From an optimization exercise on the open Yosys and OpenROAD flow, aimed at small area, a short achievable clock period and few clock cycles; shortcuts taken in it are not production practice. Function was checked by simulation only, so behaviour that the tests miss may differ from the original.

==> flow/design.v (excerpt) <==
module dither_core (
    input  wire        clk,
    input  wire        rst,           
    input  wire        start,         
    input  wire [1:0]  op,            
    input  wire [15:0] width,
    input  wire [15:0] height,
    input  wire [15:0] stride,
    input  wire [15:0] src_base,
    input  wire [15:0] dbuf_base,
    input  wire [7:0]  qstep,
    input  wire        dout,
    output reg         busy,
    output reg         done,          
    output reg  [2:0]  err_code,      
    output reg         mem_req,
    output reg         mem_we,
    output reg  [15:0] mem_addr,
    output reg  [7:0]  mem_wdata,
    input  wire [7:0]  mem_rdata
);
Size: roughly 250 flip-flops, about 130 I/O pins, roughly 28000 um^2 of cells after synthesis.
clock: 30.0 ns
lec_check: 0
cap_margin: 20
core_margin: 2
core_utilization: 65
cts_cluster_diameter: 100
cts_cluster_size: 30
slew_margin: 20
standard.sh (not shown) runs the stock make flow with config.mk's settings and CLKGATE_MAP_FILE= SYNTH_SCRIPT=/design/flow/synth_recipe.tcl, a recipe that flattens the netlist after the stock synthesis.
==> flow/flow/run.sh <==
#!/bin/bash
# The standard layout, with every input and output port buffered by a
# sky130_fd_sc_hd__buf_2 instead of the delay buffer buffer_ports picks by
# default.  Each tool's output stays in orfs/logs; make's own output goes to
# standard.log.
set -euo pipefail
export BUFFER_PORTS_ARGS="-buffer_cell sky130_fd_sc_hd__buf_2"
bash standard.sh > standard.log 2>&1
The first run passed the timing, design-rule and antenna checks.
Testbench counts at the start, summed over its fixed seeds: cycles 97,441.
Change:
CTS_CLUSTER_DIAMETER = 90   (was 100)
CTS_CLUSTER_SIZE = 27   (was 30)
Outcome: The changed run ran to the end with no violations. Global-route usage climbs by 0.17 points. Sequential share of layout area drops by 0.14 points. Wire length climbs slightly. Setup slack got worse by 0.029 ns. Count of clock-buffer cells in the layout climbs by 1.
Change:
CORE_UTILIZATION = 40   (was 65)
CTS_CLUSTER_DIAMETER = default   (was 90)
CTS_CLUSTER_SIZE = default   (was 27)
The changed run completed with no timing, DRC or antenna violations.
Utilization decreases by 26 points.
Cell count increases by 9.5%.
Via count decreases by 4.7%.
Worst setup slack got worse by 0.083 ns.
Non-clock buffer count increases by 2.


dither_core again, from the RTL that the note above started with.
clock: 30.0 ns
lec_check: 0
cap_margin: 20
core_margin: 2
core_utilization: 65
cts_cluster_diameter: 80
cts_cluster_size: 24
slew_margin: 20
Scripts as last shown in full above: flow/flow/run.sh
The starting point ran to the end with no violations.
Testbench counts at the start, summed over its fixed seeds: cycles 97,441.
Next try:
CORE_UTILIZATION = 40   (was 65)
CTS_CLUSTER_DIAMETER = 100   (was 80)
CTS_CLUSTER_SIZE = 30   (was 24)
=> Worst setup slack loses 22 ps. Clock-buffer cell count is lower by 5. Routed wire length came out lower by a few percent. Synthesized cell count stays the same. Final area rose slightly. Sequential cell count stays the same. Register-to-register slack hardly moves. Synthesized area is unchanged.


## v6
Another version of the RTL of dither_core (not shown whole).
For scale: roughly 280 flip-flops.
export LEC_CHECK = 0
export CAP_MARGIN = 20
export CORE_MARGIN = 2
export CORE_UTILIZATION = 40
export SLEW_MARGIN = 20
create_clock -name core_clock -period 30.0 [get_ports {clk}]
run.sh (not shown) runs the stock make flow with config.mk's settings and CLKGATE_MAP_FILE= SYNTH_SCRIPT=/design/flow/synth_recipe.tcl, a recipe that flattens the netlist after the stock synthesis.
Stock flow here: none of the scripts above is used.
Testbench counts of v6, summed over its fixed seeds: cycles 97,441.
The inputs of v7 differ from those of v6 as listed below.
--- a/flow/config.mk
+++ b/flow/config.mk
@@ -8 +8 @@
-export CAP_MARGIN = 20
+export CAP_MARGIN = 0
@@ -11 +11 @@
-export SLEW_MARGIN = 20
+export SLEW_MARGIN = 0
--- outcome ---
v7 vs. v6: worst hold slack shows an increase of 0.0058 ns.
v7 went all the way through the flow, and no timing, DRC or antenna check failed.
Comparing the two runs side by side, v7 comes out ahead of v6 on worst setup slack after layout.
Taking v6 as the reference, in v7 layout-stage area growth over the synthesis result closely matched the old numbers, minimum clock period -0.019 ns, final clock period utilization by the worst path stayed essentially flat.


== alpha ==
dither_core with an RTL version that a note above also has.
Size in the first run: about 3400 cells after synthesis, roughly 130 I/O pins, roughly 28000 sq um of cells after synthesis.
clock: 30.0 ns
lec_check: 0
cap_margin: 20
core_margin: 2
core_utilization: 65
slew_margin: 20
standard.sh (not shown) runs the stock make flow with config.mk's settings and CLKGATE_MAP_FILE= SYNTH_SCRIPT=/design/flow/synth_recipe.tcl, a recipe that flattens the netlist after the stock synthesis.
Scripts as last shown in full above: flow/flow/run.sh
alpha finished all stages; the layout is clean.
Testbench counts of alpha, summed over its fixed seeds: cycles 97,441.
> inputs changed (alpha -> beta)
- CTS_CLUSTER_DIAMETER: unset -> 80
- CTS_CLUSTER_SIZE: unset -> 24
- CORE_UTILIZATION: 65 -> 40
Findings:
When the final numbers for beta and alpha were put side by side, the total of clock buffers placed in the layout turned out to be smaller in beta.
Taking alpha as the reference point, the count of TritonRoute iterations in the first routing pass of beta rises by 2.
alpha has a higher first-pass GRT wire length than beta.

what the ideal ports hide:
Ports are ideal in the flow. The routed layouts listed here were re-timed in OpenROAD. Step 1 (the two cells are an assumption about what drives the block):
set clk [get_ports {clk}]
set_driving_cell -lib_cell sky130_fd_sc_hd__clkbuf_16 $clk
set_driving_cell -lib_cell sky130_fd_sc_hd__buf_2 [delete_from_list [all_inputs] $clk]
Step 2 times the ports against the registers' clock, not the clock port: input delays grow and output delays shrink by t, the midpoint of the rising clock arrivals with the driver on. Slacks: ideal / step 1 / step 2; pairs: ideal / step 1.
| run | shift t [ns] | setup slack, ns | hold slack, ns | slew at the worst register clock pin (ns) |
|---|---|---|---|---|
| the first run of note 1 | 0.595 | 22.713 / 22.653 / 22.843 | 0.505 / 0.505 / 0.505 | 0.12 / 0.12 |
| the second run of note 1 | 0.607 | 22.685 / 22.624 / 22.815 | 0.506 / 0.506 / 0.506 | 0.11 / 0.11 |
| the third run of note 1 | 0.661 | 22.602 / 22.538 / 22.863 | 0.510 / 0.510 / 0.510 | 0.07 / 0.07 |
| the first run of note 2 | 0.629 | 22.675 / 22.615 / 22.831 | 0.506 / 0.506 / 0.506 | 0.10 / 0.10 |
| the second run of note 2 | 0.595 | 22.653 / 22.590 / 22.833 | 0.504 / 0.504 / 0.504 | 0.12 / 0.12 |
| v6 | 0.630 | 22.271 / 22.212 / 22.122 | 0.472 / 0.472 / 0.472 | 0.06 / 0.06 |
| v7 | 0.627 | 22.291 / 22.231 / 22.125 | 0.478 / 0.478 / 0.478 | 0.06 / 0.06 |
| alpha | 0.651 | 22.670 / 22.607 / 22.831 | 0.501 / 0.501 / 0.501 | 0.07 / 0.07 |
| beta | 0.629 | 22.650 / 22.585 / 22.842 | 0.487 / 0.487 / 0.487 | 0.10 / 0.10 |
After both steps every run listed still meets setup and hold. For v7, which loses most, drivers alone change the setup slack by -0.060 ns; drivers and shift together by -0.166 ns.
